This is an optimization exercise on Yosys and OpenROAD, whose aim is small area, not a production implementation. The RTL was checked by simulation tests, not by an equivalence proof against the original design. No activity file was given, so power comes from the tool's default toggle rates.

Setup of run A:
## pxar_softtbm_decoder
module pxar_softtbm_decoder (
    input  wire        clk,
    input  wire        rst,             
    input  wire        cfg_invert,      
    input  wire        cfg_readback,    
    input  wire [7:0]  cfg_chain_len,   
    input  wire [7:0]  cfg_chain_off,   
    input  wire        in_valid,
    input  wire [15:0] in_word,
    output reg         pix_valid,
    output wire [7:0]  pix_roc,
    output wire [5:0]  pix_col,
    output wire [6:0]  pix_row,
    output wire [7:0]  pix_value,
    output reg         evt_valid,
    output reg         evt_keep,
    output wire [15:0] evt_header,
    output wire [15:0] evt_trailer,
    output wire [15:0] evt_errors,
    output reg         rb_valid,
    output wire [3:0]  rb_slot,
    output wire [15:0] rb_word,
    input  wire [4:0]  stat_sel,
    input  wire        stat_clear,
    output reg  [31:0] stat_data
);
export LEC_CHECK = 0
export CAP_MARGIN = 20
export CORE_MARGIN = 2
export CORE_UTILIZATION = 68
export PLACE_DENSITY = 0.8
export SLEW_MARGIN = 20
create_clock -name core_clock -period 10.0 [get_ports {clk}]
standard.sh (not shown) runs the stock make flow with config.mk's settings and CLKGATE_MAP_FILE= SYNTH_SCRIPT=/design/flow/synth_recipe.tcl, a recipe that flattens the netlist after the stock synthesis.
==> flow/flow/run.sh <==
#!/bin/bash
# The standard layout (standard.sh, unchanged synthesis), with two changes
# to how cells are chosen:
#  - port buffers are the smallest buffer instead of a delay buffer;
#  - clock tree: small clock buffers, larger sink clusters, no dummy loads.
# The full make output goes to flow.log in this folder.
set -euo pipefail
export BUFFER_PORTS_ARGS="-buffer_cell sky130_fd_sc_hd__buf_1"
export CTS_ARGS="-sink_clustering_enable -repair_clock_nets -dont_use_dummy_load -sink_clustering_size 16 -sink_clustering_max_diameter 55 -buf_list {sky130_fd_sc_hd__clkbuf_4 sky130_fd_sc_hd__clkbuf_8}"
bash standard.sh finish > flow.log 2>&1
### run A -> run B
-- flow/config.mk --
<<< run A, line 6
export NUM_CORES = 4
export LEC_CHECK = 0
export CAP_MARGIN = 20
export CORE_MARGIN = 2
export CORE_UTILIZATION = 68
export PLACE_DENSITY = 0.8
export SLEW_MARGIN = 20
>>> run B, line 6
export NUM_CORES = 4
export LEC_CHECK = 0
export CAP_MARGIN = 5
export CORE_MARGIN = 2
export CORE_UTILIZATION = 68
export GPL_TIMING_DRIVEN = 0
export PLACE_DENSITY = 0.8
export SLEW_MARGIN = 5
## What came out
- Multi-input combinational area share sits lower in run B than in run A.
- Routed wire length grows by more than 10% when moving from run A to run B.
- Taking run A over run B, the number of non-clock buffers in the layout ratio works out to 0.63.
- More vias were needed by run B than by run A.
- [compare] base=run A new=run B: routed length per instance grew by 7.6%, combinational share of power grew by 0.5 points, worst-case setup margin in the final layout shrank by 200 ps.
- Instance count on the critical path: run B < run A
- Lower met2 wire length among run B and run A: run A
[inputs] run C vs run B
==> flow/flow/run.sh <==
#!/bin/bash
# The standard layout (standard.sh, unchanged synthesis), with two changes
# to how cells are chosen:
#  - port buffers are the smallest buffer instead of a delay buffer;
#  - clock tree: small clock buffers, larger sink clusters, no dummy loads;
#  - the buffers ABC adds are removed at floorplan (repair adds what is needed).
# The full make output goes to flow.log in this folder.
set -euo pipefail
export BUFFER_PORTS_ARGS="-buffer_cell sky130_fd_sc_hd__buf_1"
export REMOVE_ABC_BUFFERS=1
export CTS_ARGS="-sink_clustering_enable -repair_clock_nets -dont_use_dummy_load -sink_clustering_size 16 -sink_clustering_max_diameter 55 -buf_list {sky130_fd_sc_hd__clkbuf_4 sky130_fd_sc_hd__clkbuf_8}"
bash standard.sh finish > flow.log 2>&1
==> flow/config.mk <==
export PLATFORM = sky130hd
export DESIGN_NAME = pxar_softtbm_decoder
export DESIGN_NICKNAME = pxar_softtbm_decoder
export VERILOG_FILES = /design/flow/design.v
export SDC_FILE = /design/flow/constraint.sdc
export NUM_CORES = 4
export LEC_CHECK = 0
export CAP_MARGIN = 20
export CORE_MARGIN = 2
export CORE_UTILIZATION = 55
export PLACE_DENSITY = 0.7
export SLEW_MARGIN = 20
==> notes.md <==
Run C: flow completed, timing, DRC and antenna clean. Delta(final critical-path setup slack, run C - run B) > 0. Run B vs run C, start point of the critical path: stat_sel[3] vs s_nroc[1]$_SDFFE_PP0P_. Going from run B to run C, overall track demand over capacity in global routing fell 9.8 points, proportion of power drawn by the clock network rose 0.7 points, arrival time reported for the critical path endpoint rose 2250 ps.
--- input diff run C..run D ---
==> flow/run.sh (new file) <==
#!/bin/bash
# synth_recipe.tcl (not shown) runs the flow's synth.tcl, then flattens the netlist and writes it again
# the make line also repeats each setting of config.mk as NAME=value (left out here)
make -C /OpenROAD-flow-scripts/flow DESIGN_CONFIG=/design/flow/config.mk WORK_HOME=/design/flow/orfs CLKGATE_MAP_FILE= SYNTH_SCRIPT=/design/flow/synth_recipe.tcl finish
-- flow/config.mk --
<<< run C, line 8
export CAP_MARGIN = 20
export CORE_MARGIN = 2
export CORE_UTILIZATION = 55
export PLACE_DENSITY = 0.7
export SLEW_MARGIN = 20
>>> run D, line 8
export CAP_MARGIN = 20
export CORE_MARGIN = 2
export CORE_UTILIZATION = 40
export SLEW_MARGIN = 20
removed: flow/flow/run.sh
removed: flow/standard.sh
Findings:
Comparing path depth of the worst reg2reg path for run D and run C, the bigger number came from run C. Going from run C to run D, clock power share went up; clock tree cell share of total cell area went up; clock latency on the worst-skew pair dropped 40 ps. Run C has higher critical path depth than run D. Compared with run C, run D shows a lower sequential fraction of total cell area.

* * *

## job 5231
pxar_softtbm_decoder again, from the RTL that the note above started with.
==> flow/config.mk <==
export PLATFORM = sky130hd
export DESIGN_NAME = pxar_softtbm_decoder
export DESIGN_NICKNAME = pxar_softtbm_decoder
export VERILOG_FILES = /design/flow/design.v
export SDC_FILE = /design/flow/constraint.sdc
export NUM_CORES = 4
export LEC_CHECK = 0
export CAP_MARGIN = 20
export CORE_MARGIN = 2
export CORE_UTILIZATION = 40
export SLEW_MARGIN = 20
==> flow/constraint.sdc <==
create_clock -name core_clock -period 10.0 [get_ports {clk}]
set_input_delay 2.0000 -clock core_clock [delete_from_list [all_inputs] [get_ports {clk}]]
set_output_delay 2.0000 -clock core_clock [all_outputs]
set_load 0.01 [all_outputs]
==> flow/flow/run.sh <==
#!/bin/bash
# The standard layout (standard.sh, unchanged synthesis), with two changes
# to how cells are chosen:
#  - port buffers are the smallest buffer instead of a delay buffer;
#  - clock tree: small clock buffers, larger sink clusters, no dummy loads.
# The full make output goes to flow.log in this folder.
set -euo pipefail
export BUFFER_PORTS_ARGS="-buffer_cell sky130_fd_sc_hd__buf_1"
export CTS_ARGS="-sink_clustering_enable -repair_clock_nets -dont_use_dummy_load -sink_clustering_size 16 -sink_clustering_max_diameter 55 -buf_list {sky130_fd_sc_hd__clkbuf_4 sky130_fd_sc_hd__clkbuf_8}"
bash standard.sh finish > flow.log 2>&1
Input-level comparison between job 9540 and job 5231:
Settings: setting PLACE_DENSITY to 0.7 for the first time; changing CORE_UTILIZATION from 40 to 55.
diff --git a/flow/flow/run.sh b/flow/flow/run.sh
--- a/flow/flow/run.sh
+++ b/flow/flow/run.sh
@@ -8,3 +8,3 @@
 export BUFFER_PORTS_ARGS="-buffer_cell sky130_fd_sc_hd__buf_1"
-export CTS_ARGS="-sink_clustering_enable -repair_clock_nets -dont_use_dummy_load -sink_clustering_size 16 -sink_clustering_max_diameter 55 -buf_list {sky130_fd_sc_hd__clkbuf_4 sky130_fd_sc_hd__clkbuf_8}"
+export CTS_ARGS="-sink_clustering_enable -repair_clock_nets -dont_use_dummy_load -sink_clustering_size 20 -sink_clustering_max_diameter 45 -buf_list {sky130_fd_sc_hd__clkbuf_4 sky130_fd_sc_hd__clkbuf_8}"
 bash standard.sh finish > flow.log 2>&1
==> comparison <==
Having completed the whole flow, job 9540 delivered a layout that passed the timing, DRC and antenna checks. Job 9540 gives less final wirelength than job 5231 did. [compare] base=job 5231 new=job 9540: first-iteration DRC count has increased, setup slack increased by 0.022 ns relative to the old numbers.
#### Input delta (job 9586 over job 9540)
Settings: swapping 55 for 68 in CORE_UTILIZATION; swapping 0.7 for 0.8 in PLACE_DENSITY; putting GPL_TIMING_DRIVEN at 0 where nothing was set.
diff --git a/flow/flow/run.sh b/flow/flow/run.sh
--- a/flow/flow/run.sh
+++ b/flow/flow/run.sh
@@ -8,3 +8,3 @@
 export BUFFER_PORTS_ARGS="-buffer_cell sky130_fd_sc_hd__buf_1"
-export CTS_ARGS="-sink_clustering_enable -repair_clock_nets -dont_use_dummy_load -sink_clustering_size 20 -sink_clustering_max_diameter 45 -buf_list {sky130_fd_sc_hd__clkbuf_4 sky130_fd_sc_hd__clkbuf_8}"
+export CTS_ARGS="-sink_clustering_enable -repair_clock_nets -dont_use_dummy_load -sink_clustering_size 16 -sink_clustering_max_diameter 55 -buf_list {sky130_fd_sc_hd__clkbuf_4 sky130_fd_sc_hd__clkbuf_8}"
 bash standard.sh finish > flow.log 2>&1
For the total power per unit cell area, job 9586 came in 4.4 mW/mm² lower than job 9540 did. Looking at maximum clock frequency, job 9586 sits about 3.5% below job 9540. Job 9586 reports its end point of the critical path as stat_data[4] while job 9540 reports stat_data[30]. Against job 9540, first-iteration DRC count in job 9586 came out worse. Diff job 9540 -> job 9586 | clock power share | decrease of 2.9 points. Going from job 9540 to job 9586, the proportion of cell area occupied by registers was found to have gone up by 0.16 points. Source of the critical timing path = stat_sel[4]: job 9540; source of the critical timing path = stat_sel[3]: job 9586. Delta (job 9586 minus job 9540): antenna cell count fell 1; total via count in the routed design rose 2353; hold slack rose 0.025 ns.
Changes in job 3632 relative to job 9586:
Settings: a change of PLACE_DENSITY from 0.8 to 0.7; a deleted GPL_TIMING_DRIVEN that had been 0; a change of CORE_UTILIZATION from 68 to 55.
diff --git a/flow/flow/run.sh b/flow/flow/run.sh
--- a/flow/flow/run.sh
+++ b/flow/flow/run.sh
@@ -8,3 +8,3 @@
 export BUFFER_PORTS_ARGS="-buffer_cell sky130_fd_sc_hd__buf_1"
-export CTS_ARGS="-sink_clustering_enable -repair_clock_nets -dont_use_dummy_load -sink_clustering_size 16 -sink_clustering_max_diameter 55 -buf_list {sky130_fd_sc_hd__clkbuf_4 sky130_fd_sc_hd__clkbuf_8}"
+export CTS_ARGS="-sink_clustering_enable -repair_clock_nets -dont_use_dummy_load -sink_clustering_size 30 -sink_clustering_max_diameter 60 -buf_list {sky130_fd_sc_hd__clkbuf_16}"
 bash standard.sh finish > flow.log 2>&1
## What came out
Job 3632 ends up with a share of total power in sequential cells that is 3.3 points lower than in job 9586. Higher wire length among job 9586 and job 3632: job 9586. [job 3632 vs job 9586] instance area at placement: lower in job 3632. Looking at cell with the largest stage delay on the worst path, the sky130_fd_sc_hd__a2111oi_0 result is from job 3632; the sky130_fd_sc_hd__fa_1 one comes from job 9586. Maximum number of pins on one net before global-route repair: higher on job 3632. Re final critical path time including I/O delays and setup: job 3632 is 0.34 ns down on job 9586. Number of antenna violations at the first check in global routing: job 9586 and job 3632 compared, higher one is job 3632.

==> re-timing with driven ports <==
The results above use ideal ports. As a check the final layouts listed here were re-extracted and re-timed, cells and wires unchanged. Step 1: set_driving_cell puts a clkbuf_16 on clk and a buf_2 on each other input, an assumption about the parent block. Step 2 times the ports against the registers' clock, not the clock port: input delays grow and output delays shrink by t, the midpoint of the rising clock arrivals with the driver on. Slacks: no drivers / after step 1 / after step 2; pairs: no drivers / after step 1.
| run | t, ns | setup WS [ns] | slew at the worst register clock pin (ns) | worst slew at a driven data input, ns | pins driven straight from the clock port |
|---|---|---|---|---|---|
| run A | 0.736 | 0.453 / 0.453 / 0.453 | 0.11 / 0.11 | 0.07 | 1 |
| run B | 0.752 | 0.256 / 0.215 / -0.130 | 0.11 / 0.11 | 0.09 | 1 |
| run C | 0.754 | 0.606 / 0.606 / 0.494 | 0.11 / 0.11 | 0.07 | 1 |
| run D | 0.754 | 0.370 / 0.228 / 0.228 | 0.07 / 0.07 | 0.14 | 1 |
| job 5231 | 0.780 | 0.594 / 0.459 / 0.459 | 0.10 / 0.10 | 0.15 | 1 |
| job 9540 | 0.811 | 0.617 / 0.513 / 0.513 | 0.11 / 0.11 | 0.12 | 1 |
| job 9586 | 0.754 | 0.279 / 0.247 / -0.056 | 0.11 / 0.11 | 0.09 | 1 |
| job 3632 | 0.686 | 0.620 / 0.518 / 0.518 | 0.11 / 0.11 | 0.11 | 1 |
With both steps, setup timing fails in run B and job 9586, where it was met with ideal ports. For run B, which loses most, drivers alone change the setup slack by -0.041 ns; drivers and shift together by -0.386 ns.
